Source: an optimization exercise on an open RTL-to-GDS flow (aim: small area, a short achievable clock period and few clock cycles per item). Production flows keep margins and buffers that such runs may drop. The RTL was checked by simulation tests, not by an equivalence proof against the original design.

==> inputs of 10-17 <==
Design nco_waveform, start of the top module:
module nco_waveform (
    input  wire        clk,
    input  wire        rst,         
    input  wire        in_valid,
    output wire        in_ready,
    input  wire [31:0] p_in,
    input  wire [31:0] gain_in,
    input  wire [2:0]  wave_in,
    input  wire [31:0] rng_in,
    output reg         out_valid,
    output reg  [31:0] y_out,
    output reg  [31:0] rng_out
);
    localparam [23:0] D_MANT = 24'hC90FDB;      
    assign in_ready = 1'b1;
    integer i;
    reg v0, v1, v2, v3, v4, v5;
    always @(posedge clk) begin
        if (rst) begin
            v0 <= 1'b0; v1 <= 1'b0; v2 <= 1'b0; v3 <= 1'b0; v4 <= 1'b0; v5 <= 1'b0;
            out_valid <= 1'b0;
        end else begin
            v0 <= in_valid; v1 <= v0; v2 <= v1; v3 <= v2; v4 <= v3; v5 <= v4;
            out_valid <= v5;
        end
    end
    reg [30:0] p0;
    reg [31:0] g0, r0;
    reg [2:0]  w0;
    always @(posedge clk) begin
        p0 <= p_in[30:0];
        g0 <= gain_in;
        r0 <= rng_in;
        w0 <= wave_in;
    end
    wire is_sq  = (w0 == 3'd1);
    wire is_tri = (w0 == 3'd2);
    wire is_saw = (w0 == 3'd3);
    wire is_nz  = !(is_sq || is_tri || is_saw);
    reg [31:0] ls;
    reg [23:0] kk;
    always @(*) begin
        ls = r0;
        kk = 24'd0;
        for (i = 0; i < 24; i = i + 1) begin
            kk = {kk[22:0], ls[0]};
            ls = (ls >> 1) ^ (ls[0] ? 32'h80200003 : 32'd0);
        end
    end
    wire [7:0]  pe  = p0[30:23];
    wire        pnz = (pe != 8'd0);
    wire [23:0] pX  = {pnz, p0[22:0]};
    wire [7:0]  pep = pnz ? pe : 8'd1;
    wire [7:0]  t_shr = 8'd129 - pep;
    wire        t_big = (t_shr > 8'd27);
    wire [4:0]  t_sh  = t_shr[4:0];
    wire [27:0] t_b   = {pX, 4'b0000} >> t_sh;           
    reg  [4:0]  t_tz;                                     
    always @(*) begin
        t_tz = 5'd24;
        for (i = 23; i >= 0; i = i - 1)
            if (pX[i]) t_tz = i[4:0];
    end
    wire        t_s   = ({1'b0, t_tz} + 6'd4) < {1'b0, t_sh};    
    wire        t_up  = t_b[0] & (t_s | t_b[1]);
    wire [24:0] t_n   = t_big ? 25'd0 : (t_b[25:1] + {24'd0, t_up});
    wire sq_pos = (p0 <= 31'h40490FDA) || (p0 == 31'h40C90FDB);
    wire qa0 = ~pX[1];
    wire qa1 = ~pX[1];
    wire qa2 = ~pX[1];
    wire qa3 = ~pX[1];
    wire qa4 = ~pX[1];
    wire qa5 = ~pX[1];
    wire qa6 = ~pX[1];
    wire qa7 = ~pX[1];
    wire qa8 = ~pX[9];
  ...
Settings: LEC_CHECK=0, CAP_MARGIN=20, CORE_MARGIN=2, CORE_UTILIZATION=30, SLEW_MARGIN=20, SYNTH_HIERARCHICAL=1; clock period 22.0 ns.
run.sh (not shown) runs the stock make flow with config.mk's settings and CLKGATE_MAP_FILE= SYNTH_SCRIPT=/design/flow/synth_recipe.tcl, a recipe that flattens the netlist after the stock synthesis.
==> inputs of 07-18, as changes to 10-17 <==
--- a/flow/design.v
+++ b/flow/design.v
@@ -20,20 +20,22 @@
             v0 <= 1'b0; v1 <= 1'b0; v2 <= 1'b0; v3 <= 1'b0; v4 <= 1'b0; v5 <= 1'b0;
             out_valid <= 1'b0;
         end else begin
             v0 <= in_valid; v1 <= v0; v2 <= v1; v3 <= v2; v4 <= v3; v5 <= v4;
             out_valid <= v5;
         end
     end
     reg [30:0] p0;
+    reg        pnz0;                      
     reg [31:0] g0, r0;
     reg [2:0]  w0;
     always @(posedge clk) begin
         p0 <= p_in[30:0];
+        pnz0 <= (p_in[30:23] != 8'd0);
         g0 <= gain_in;
         r0 <= rng_in;
         w0 <= wave_in;
     end
     wire is_sq  = (w0 == 3'd1);
     wire is_tri = (w0 == 3'd2);
     wire is_saw = (w0 == 3'd3);
     wire is_nz  = !(is_sq || is_tri || is_saw);
@@ -43,22 +45,22 @@
         ls = r0;
         kk = 24'd0;
         for (i = 0; i < 24; i = i + 1) begin
             kk = {kk[22:0], ls[0]};
             ls = (ls >> 1) ^ (ls[0] ? 32'h80200003 : 32'd0);
         end
     end
     wire [7:0]  pe  = p0[30:23];
-    wire        pnz = (pe != 8'd0);
+    wire        pnz = pnz0;
     wire [23:0] pX  = {pnz, p0[22:0]};
     wire [7:0]  pep = pnz ? pe : 8'd1;
     wire [7:0]  t_shr = 8'd129 - pep;
     wire        t_big = (t_shr > 8'd27);
-    wire [4:0]  t_sh  = t_shr[4:0];
+    wire [4:0]  t_sh  = 5'd1 - pep[4:0];               
     wire [27:0] t_b   = {pX, 4'b0000} >> t_sh;           
     reg  [4:0]  t_tz;                                     
     always @(*) begin
         t_tz = 5'd24;
         for (i = 23; i >= 0; i = i - 1)
             if (pX[i]) t_tz = i[4:0];
     end
     wire        t_s   = ({1'b0, t_tz} + 6'd4) < {1'b0, t_sh};    
@@ -505,60 +507,61 @@
     wire rb134, rb135;
     fa_cell u_rb134 (.a(rb92), .b(rb59), .c(rb91), .s(rb134), .co(rb135));
     wire rb136, rb137;
     fa_cell u_rb136 (.a(rb94), .b(rb63), .c(rb93), .s(rb136), .co(rb137));
     wire [25:0] rb_ra = {rb136, rb134, rb132, rb130, rb128, rb126, rb124, rb122, rb120, rb118, rb116, rb114, rb112, rb110, rb108, rb106, rb104, rb102, rb100, rb98, rb96, a1[4], a1[3], a1[2], a1[1], a1[0]};
     wire [25:0] rb_rb = {rb135, rb133, rb131, rb129, rb127, rb125, rb123, rb121, rb119, rb117, rb115, rb113, rb111, rb109, rb107, rb105, rb103, rb101, rb99, rb97, a1[0], a1[2], a1[1], a1[0], 1'b0, 1'b0};
     wire [25:0] b_r0 = rb_ra + rb_rb;
     wire        b_c  = (b_r0 >= {2'b00, D_MANT});
+    wire [24:0] b_sh  = a1 >> s_rp1;
+    wire        b_g   = a1[s_rp1 - 3'd1];
+    wire        b_lo1 = (s_rp1 == 3'd1) || (s_rp1 == 3'd2 && a1[0]) ||
+                        (s_rp1 == 3'd3 && (&a1[1:0])) || (s_rp1 == 3'd4 && (&a1[2:0]));
     wire [23:0] tn_x   = a1[23:0];
     wire [23:0] tn_mag = tn_x[23] ? {1'b0, tn_x[22:0]} : (24'h800000 - {1'b0, tn_x[22:0]});
     wire        tn_z   = (tn_x == 24'h800000);
     wire        tn_s   = !tn_z && (!tn_x[23] ^ flip1);
-    reg [25:0] a2;                        
-    reg        c2, z2, sg2, is_saw2, nanp2;
-    reg [2:0]  rp2;
+    reg [24:0] a2;                        
+    reg        c2, g2r, lo2, z2, sg2, is_saw2, nanp2;
     reg [7:0]  evb2;
     reg [31:0] g2, r2;
     always @(posedge clk) begin
-        a2      <= is_saw1 ? a1 : {2'b00, tn_mag};
+        a2      <= is_saw1 ? b_sh : {1'b0, tn_mag};
         c2      <= b_c;
+        g2r     <= b_g;
+        lo2     <= b_lo1;
         z2      <= is_saw1 ? s_zx1 : tn_z;
         sg2     <= !is_saw1 && tn_s;
         is_saw2 <= is_saw1;
-        rp2     <= s_rp1;
         evb2    <= s_evb1;
         nanp2   <= nanp1;
         g2      <= g1;
         r2      <= r1;
     end
-    wire        e_g   = a2[rp2 - 3'd1];                               
-    wire        e_lo1 = (rp2 == 3'd1) || (rp2 == 3'd2 && a2[0]) ||
-                        (rp2 == 3'd3 && (&a2[1:0])) || (rp2 == 3'd4 && (&a2[2:0]));
-    wire        e_up  = e_g | (c2 & e_lo1);
-    wire [24:0] e_sh  = a2 >> rp2;
-    wire [24:0] e_qr  = e_sh + {24'd0, e_up};                         
-    wire [24:0] e_raw = is_saw2 ? e_qr : {1'b0, a2[23:0]};
+    wire        e_up  = g2r | (c2 & lo2);
+    wire [24:0] e_qr  = a2 + {24'd0, e_up};                           
+    wire [24:0] e_raw = is_saw2 ? e_qr : a2;
     reg  [4:0]  e_lz;
     always @(*) begin
         e_lz = 5'd0;
         for (i = 0; i < 25; i = i + 1)
             if (e_raw[i]) e_lz = 5'd24 - i[4:0];
     end
     wire [24:0] e_n   = e_raw << e_lz;
-    wire signed [9:0] e_ev = $signed({2'b00, is_saw2 ? evb2 : 8'd128}) - $signed({5'd0, e_lz});
     wire        e_z   = z2 || (e_raw == 25'd0);
     reg [23:0] m3;
-    reg signed [9:0] ev3;
+    reg [7:0]  eb3;                       
+    reg [4:0]  lz3;
     reg        z3, sg3, nanp3;
     reg [31:0] g3, r3;
     always @(posedge clk) begin
         m3    <= e_n[24:1];
-        ev3   <= e_ev;
+        eb3   <= is_saw2 ? evb2 : 8'd128;
+        lz3   <= e_lz;
         z3    <= e_z;
         sg3   <= sg2;
         nanp3 <= nanp2;
         g3    <= g2;
         r3    <= r2;
     end
     wire [7:0]  c_ge  = g3[30:23];
     wire [23:0] c_gm  = {(c_ge != 8'd0), g3[22:0]};
@@ -2135,17 +2138,18 @@
         c_tzg = 5'd24;
         c_tzv = 5'd24;
         for (i = 23; i >= 0; i = i - 1) begin
             if (c_gm[i]) c_tzg = i[4:0];
             if (m3[i])   c_tzv = i[4:0];
         end
     end
     wire        c_st  = ({1'b0, c_tzg} + {1'b0, c_tzv}) < 6'd22;      
-    wire signed [9:0] c_e1 = $signed({2'd0, c_gep}) + ev3 - 10'sd126;  
+    wire signed [9:0] c_e1 = $signed({2'd0, c_gep}) + $signed({2'd0, eb3}) - $signed({5'd0, lz3})
+                           - 10'sd126;                                  
     wire signed [9:0] c_sh1r = 10'sd1 - c_e1;
     wire signed [9:0] c_sh0r = 10'sd2 - c_e1;
     wire [4:0]  c_sh1 = (c_sh1r <= 10'sd0) ? 5'd0 : ((c_sh1r > 10'sd26) ? 5'd26 : c_sh1r[4:0]);
     wire [4:0]  c_sh0 = (c_sh0r <= 10'sd0) ? 5'd0 : ((c_sh0r > 10'sd26) ? 5'd26 : c_sh0r[4:0]);
     wire        c_gnan = (c_ge == 8'hFF) && (g3[22:0] != 23'd0);
     wire        c_ginf = (c_ge == 8'hFF) && (g3[22:0] == 23'd0);
     wire        c_gz   = (g3[30:0] == 31'd0);
     reg [25:0] pa4, pb4;
@@ -2171,31 +2175,33 @@
     end
     wire [25:0] d_p  = pa4 + pb4 + {25'd0, ci4};       
     wire        d_h  = d_p[25];
     wire [24:0] d_w  = d_h ? d_p[25:1] : d_p[24:0];    
     wire        d_s0 = d_h ? (d_p[0] | st4) : st4;
     wire [7:0]  d_ef = d_h ? ef4 : (ef4 - 8'd1);
     wire [4:0]  d_sh = d_h ? sh14 : sh04;
     wire [24:0] d_ws = d_w >> d_sh;
-    reg  [4:0]  d_tz;
+    reg  [24:0] d_m1, d_m0;
     always @(*) begin
-        d_tz = 5'd25;
-        for (i = 24; i >= 0; i = i - 1)
-            if (d_w[i]) d_tz = i[4:0];
+        for (i = 0; i < 25; i = i + 1) begin
+            d_m1[i] = (i < sh14);
+            d_m0[i] = (i < sh04);
+        end
     end
+    wire        d_so = d_h ? |(d_p[25:1] & d_m1) : |(d_p[24:0] & d_m0);
     reg [23:0] m5;
     reg        rg5, rs5;
     reg [7:0]  ef5;
     reg        sy5, nanq5, inf5, zero5, nanp5;
     reg [31:0] r5;
     always @(posedge clk) begin
         m5    <= d_ws[24:1];
         rg5   <= d_ws[0];
-        rs5   <= d_s0 | (d_tz < d_sh);
+        rs5   <= d_s0 | d_so;
         ef5   <= d_ws[24] ? d_ef : 8'd0;
         sy5   <= sy4;
         nanq5 <= nanq4;
         inf5  <= inf4;
         zero5 <= zero4;
         nanp5 <= nanp4;
         r5    <= r4;
     end
==> flow/config.mk (replaced) <==
export PLATFORM = sky130hd
export DESIGN_NAME = nco_waveform
export DESIGN_NICKNAME = nco_waveform
export VERILOG_FILES = /design/flow/design.v
export SDC_FILE = /design/flow/constraint.sdc
export NUM_CORES = 4
export LEC_CHECK = 0
export CAP_MARGIN = 20
export CORE_MARGIN = 2
export CORE_UTILIZATION = 50
export CTS_BUF_LIST = sky130_fd_sc_hd__clkbuf_4 sky130_fd_sc_hd__clkbuf_8
export SLEW_MARGIN = 20
export SYNTH_HIERARCHICAL = 1
==> inputs of 11-09, as changes to 10-17 <==
--- a/flow/design.v
+++ b/flow/design.v
@@ -20,20 +20,22 @@
             v0 <= 1'b0; v1 <= 1'b0; v2 <= 1'b0; v3 <= 1'b0; v4 <= 1'b0; v5 <= 1'b0;
             out_valid <= 1'b0;
         end else begin
             v0 <= in_valid; v1 <= v0; v2 <= v1; v3 <= v2; v4 <= v3; v5 <= v4;
             out_valid <= v5;
         end
     end
     reg [30:0] p0;
+    reg        pnz0;                      
     reg [31:0] g0, r0;
     reg [2:0]  w0;
     always @(posedge clk) begin
         p0 <= p_in[30:0];
+        pnz0 <= (p_in[30:23] != 8'd0);
         g0 <= gain_in;
         r0 <= rng_in;
         w0 <= wave_in;
     end
     wire is_sq  = (w0 == 3'd1);
     wire is_tri = (w0 == 3'd2);
     wire is_saw = (w0 == 3'd3);
     wire is_nz  = !(is_sq || is_tri || is_saw);
@@ -43,22 +45,22 @@
         ls = r0;
         kk = 24'd0;
         for (i = 0; i < 24; i = i + 1) begin
             kk = {kk[22:0], ls[0]};
             ls = (ls >> 1) ^ (ls[0] ? 32'h80200003 : 32'd0);
         end
     end
     wire [7:0]  pe  = p0[30:23];
-    wire        pnz = (pe != 8'd0);
+    wire        pnz = pnz0;
     wire [23:0] pX  = {pnz, p0[22:0]};
     wire [7:0]  pep = pnz ? pe : 8'd1;
     wire [7:0]  t_shr = 8'd129 - pep;
     wire        t_big = (t_shr > 8'd27);
-    wire [4:0]  t_sh  = t_shr[4:0];
+    wire [4:0]  t_sh  = 5'd1 - pep[4:0];               
     wire [27:0] t_b   = {pX, 4'b0000} >> t_sh;           
     reg  [4:0]  t_tz;                                     
     always @(*) begin
         t_tz = 5'd24;
         for (i = 23; i >= 0; i = i - 1)
             if (pX[i]) t_tz = i[4:0];
     end
     wire        t_s   = ({1'b0, t_tz} + 6'd4) < {1'b0, t_sh};    
@@ -505,60 +507,61 @@
     wire rb134, rb135;
     fa_cell u_rb134 (.a(rb92), .b(rb59), .c(rb91), .s(rb134), .co(rb135));
     wire rb136, rb137;
     fa_cell u_rb136 (.a(rb94), .b(rb63), .c(rb93), .s(rb136), .co(rb137));
     wire [25:0] rb_ra = {rb136, rb134, rb132, rb130, rb128, rb126, rb124, rb122, rb120, rb118, rb116, rb114, rb112, rb110, rb108, rb106, rb104, rb102, rb100, rb98, rb96, a1[4], a1[3], a1[2], a1[1], a1[0]};
     wire [25:0] rb_rb = {rb135, rb133, rb131, rb129, rb127, rb125, rb123, rb121, rb119, rb117, rb115, rb113, rb111, rb109, rb107, rb105, rb103, rb101, rb99, rb97, a1[0], a1[2], a1[1], a1[0], 1'b0, 1'b0};
     wire [25:0] b_r0 = rb_ra + rb_rb;
     wire        b_c  = (b_r0 >= {2'b00, D_MANT});
+    wire [24:0] b_sh  = a1 >> s_rp1;
+    wire        b_g   = a1[s_rp1 - 3'd1];
+    wire        b_lo1 = (s_rp1 == 3'd1) || (s_rp1 == 3'd2 && a1[0]) ||
+                        (s_rp1 == 3'd3 && (&a1[1:0])) || (s_rp1 == 3'd4 && (&a1[2:0]));
     wire [23:0] tn_x   = a1[23:0];
     wire [23:0] tn_mag = tn_x[23] ? {1'b0, tn_x[22:0]} : (24'h800000 - {1'b0, tn_x[22:0]});
     wire        tn_z   = (tn_x == 24'h800000);
     wire        tn_s   = !tn_z && (!tn_x[23] ^ flip1);
-    reg [25:0] a2;                        
-    reg        c2, z2, sg2, is_saw2, nanp2;
-    reg [2:0]  rp2;
+    reg [24:0] a2;                        
+    reg        c2, g2r, lo2, z2, sg2, is_saw2, nanp2;
     reg [7:0]  evb2;
     reg [31:0] g2, r2;
     always @(posedge clk) begin
-        a2      <= is_saw1 ? a1 : {2'b00, tn_mag};
+        a2      <= is_saw1 ? b_sh : {1'b0, tn_mag};
         c2      <= b_c;
+        g2r     <= b_g;
+        lo2     <= b_lo1;
         z2      <= is_saw1 ? s_zx1 : tn_z;
         sg2     <= !is_saw1 && tn_s;
         is_saw2 <= is_saw1;
-        rp2     <= s_rp1;
         evb2    <= s_evb1;
         nanp2   <= nanp1;
         g2      <= g1;
         r2      <= r1;
     end
-    wire        e_g   = a2[rp2 - 3'd1];                               
-    wire        e_lo1 = (rp2 == 3'd1) || (rp2 == 3'd2 && a2[0]) ||
-                        (rp2 == 3'd3 && (&a2[1:0])) || (rp2 == 3'd4 && (&a2[2:0]));
-    wire        e_up  = e_g | (c2 & e_lo1);
-    wire [24:0] e_sh  = a2 >> rp2;
-    wire [24:0] e_qr  = e_sh + {24'd0, e_up};                         
-    wire [24:0] e_raw = is_saw2 ? e_qr : {1'b0, a2[23:0]};
+    wire        e_up  = g2r | (c2 & lo2);
+    wire [24:0] e_qr  = a2 + {24'd0, e_up};                           
+    wire [24:0] e_raw = is_saw2 ? e_qr : a2;
     reg  [4:0]  e_lz;
     always @(*) begin
         e_lz = 5'd0;
         for (i = 0; i < 25; i = i + 1)
             if (e_raw[i]) e_lz = 5'd24 - i[4:0];
     end
     wire [24:0] e_n   = e_raw << e_lz;
-    wire signed [9:0] e_ev = $signed({2'b00, is_saw2 ? evb2 : 8'd128}) - $signed({5'd0, e_lz});
     wire        e_z   = z2 || (e_raw == 25'd0);
     reg [23:0] m3;
-    reg signed [9:0] ev3;
+    reg [7:0]  eb3;                       
+    reg [4:0]  lz3;
     reg        z3, sg3, nanp3;
     reg [31:0] g3, r3;
     always @(posedge clk) begin
         m3    <= e_n[24:1];
-        ev3   <= e_ev;
+        eb3   <= is_saw2 ? evb2 : 8'd128;
+        lz3   <= e_lz;
         z3    <= e_z;
         sg3   <= sg2;
         nanp3 <= nanp2;
         g3    <= g2;
         r3    <= r2;
     end
     wire [7:0]  c_ge  = g3[30:23];
     wire [23:0] c_gm  = {(c_ge != 8'd0), g3[22:0]};
@@ -2135,17 +2138,18 @@
         c_tzg = 5'd24;
         c_tzv = 5'd24;
         for (i = 23; i >= 0; i = i - 1) begin
             if (c_gm[i]) c_tzg = i[4:0];
             if (m3[i])   c_tzv = i[4:0];
         end
     end
     wire        c_st  = ({1'b0, c_tzg} + {1'b0, c_tzv}) < 6'd22;      
-    wire signed [9:0] c_e1 = $signed({2'd0, c_gep}) + ev3 - 10'sd126;  
+    wire signed [9:0] c_e1 = $signed({2'd0, c_gep}) + $signed({2'd0, eb3}) - $signed({5'd0, lz3})
+                           - 10'sd126;                                  
     wire signed [9:0] c_sh1r = 10'sd1 - c_e1;
     wire signed [9:0] c_sh0r = 10'sd2 - c_e1;
     wire [4:0]  c_sh1 = (c_sh1r <= 10'sd0) ? 5'd0 : ((c_sh1r > 10'sd26) ? 5'd26 : c_sh1r[4:0]);
     wire [4:0]  c_sh0 = (c_sh0r <= 10'sd0) ? 5'd0 : ((c_sh0r > 10'sd26) ? 5'd26 : c_sh0r[4:0]);
     wire        c_gnan = (c_ge == 8'hFF) && (g3[22:0] != 23'd0);
     wire        c_ginf = (c_ge == 8'hFF) && (g3[22:0] == 23'd0);
     wire        c_gz   = (g3[30:0] == 31'd0);
     reg [25:0] pa4, pb4;
@@ -2171,31 +2175,33 @@
     end
     wire [25:0] d_p  = pa4 + pb4 + {25'd0, ci4};       
     wire        d_h  = d_p[25];
     wire [24:0] d_w  = d_h ? d_p[25:1] : d_p[24:0];    
     wire        d_s0 = d_h ? (d_p[0] | st4) : st4;
     wire [7:0]  d_ef = d_h ? ef4 : (ef4 - 8'd1);
     wire [4:0]  d_sh = d_h ? sh14 : sh04;
     wire [24:0] d_ws = d_w >> d_sh;
-    reg  [4:0]  d_tz;
+    reg  [24:0] d_m1, d_m0;
     always @(*) begin
-        d_tz = 5'd25;
-        for (i = 24; i >= 0; i = i - 1)
-            if (d_w[i]) d_tz = i[4:0];
+        for (i = 0; i < 25; i = i + 1) begin
+            d_m1[i] = (i < sh14);
+            d_m0[i] = (i < sh04);
+        end
     end
+    wire        d_so = d_h ? |(d_p[25:1] & d_m1) : |(d_p[24:0] & d_m0);
     reg [23:0] m5;
     reg        rg5, rs5;
     reg [7:0]  ef5;
     reg        sy5, nanq5, inf5, zero5, nanp5;
     reg [31:0] r5;
     always @(posedge clk) begin
         m5    <= d_ws[24:1];
         rg5   <= d_ws[0];
-        rs5   <= d_s0 | (d_tz < d_sh);
+        rs5   <= d_s0 | d_so;
         ef5   <= d_ws[24] ? d_ef : 8'd0;
         sy5   <= sy4;
         nanq5 <= nanq4;
         inf5  <= inf4;
         zero5 <= zero4;
         nanp5 <= nanp4;
         r5    <= r4;
     end
==> qor summary <==
item                                                                            10-17           11-09           07-18
Outcome                                              no timing/DRC/antenna violations  no timing/DRC/antenna violations  no timing/DRC/antenna violations
Per-cell via count in the routed design                                          5.08            5.16            5.81
Estimated wirelength of the detail-placed design                             96500 um       102000 um        98900 um
Count of buffering cells on the critical path with inverters included               3               1               1
Multi-input gates                                                                3491            3704            3704
Sequential cell area share                                                      24.2%           23.9%           24.4%
Sequential element share of the synthesized area                                27.5%           27.0%           27.0%
Post-synthesis xor/xnor area fraction                                           3.96%           4.10%           4.10%
Area of the multi-input gates                                              0.0333 mm2      0.0342 mm2      0.0342 mm2
Vias in the first global route                                                  35800           37900           36500
Simple-Gate Fraction of Synth Area                                              16.2%           17.2%           17.2%
Critical path origin                                                   rp2[1]$_DFF_P_  p0[13]$_DFF_P_  p0[13]$_DFF_P_
Global-route wire length before repair                                      212000 um       222000 um       212000 um
Origin of the critical flop-to-flop path                               rp2[1]$_DFF_P_  p0[13]$_DFF_P_  p0[13]$_DFF_P_
Relative area change from synthesis to final layout                             13.8%           13.1%           10.4%
Initial antenna violation count                                                     9               6               7
Root buffer cell                                                            clkbuf_16       clkbuf_16        clkbuf_8
Worst EP required                                                            22.62 ns        22.53 ns        22.58 ns
Depth of the critical timing path with buffers and inverters included              23              17              16
Post-Route M1 WL                                                             58600 um        59000 um        57100 um
GRT met1 Usage                                                                  22.0%           21.8%           36.4%
Compound-Gate Fraction of Synth Area                                            9.72%           11.2%           11.2%
Die outline area                                                            0.163 mm2       0.167 mm2       0.101 mm2
Vertical extent of the die                                                     403 um          408 um          317 um
Testbench counts of 10-17, summed over its fixed seeds: cycles 3,256, items 3,200.
Testbench counts of 07-18, summed over its fixed seeds: cycles 3,256, items 3,200.
Testbench counts of 11-09, summed over its fixed seeds: cycles 3,256, items 3,200.

what the ideal ports hide:
How much do the figures lean on ideal ports? The routed layouts below were timed once more, with nothing changed but the port constraints. Step 1 assumes that a clkbuf_16 drives the clock port and a buf_2 every other input. Step 2 adds t to the input delays and takes it off the output delays; t is the mean of the earliest and latest rising clock arrival at the registers after step 1. Input paths then give back, and output paths get back, about the clock's delay inside the block. a / b / c = no drivers / after step 1 / after step 2; a / b = the first two.
| run | t, ns | slack for setup (ns) | hold WS [ns] | latest minus earliest clock arrival (ns) | worst data-port slew with drivers (ns) |
|---|---|---|---|---|---|
| 10-17 | 0.739 | 14.710 / 14.710 / 14.710 | 0.291 / 0.291 / 0.291 | 0.070 / 0.070 | 0.16 |
| 07-18 | 0.791 | 15.596 / 15.596 / 15.596 | 0.317 / 0.317 / 0.317 | 0.052 / 0.052 | 0.12 |
| 11-09 | 0.750 | 14.949 / 14.949 / 14.949 | 0.319 / 0.319 / 0.319 | 0.060 / 0.060 | 0.05 |
After both steps every run listed still meets setup and hold.
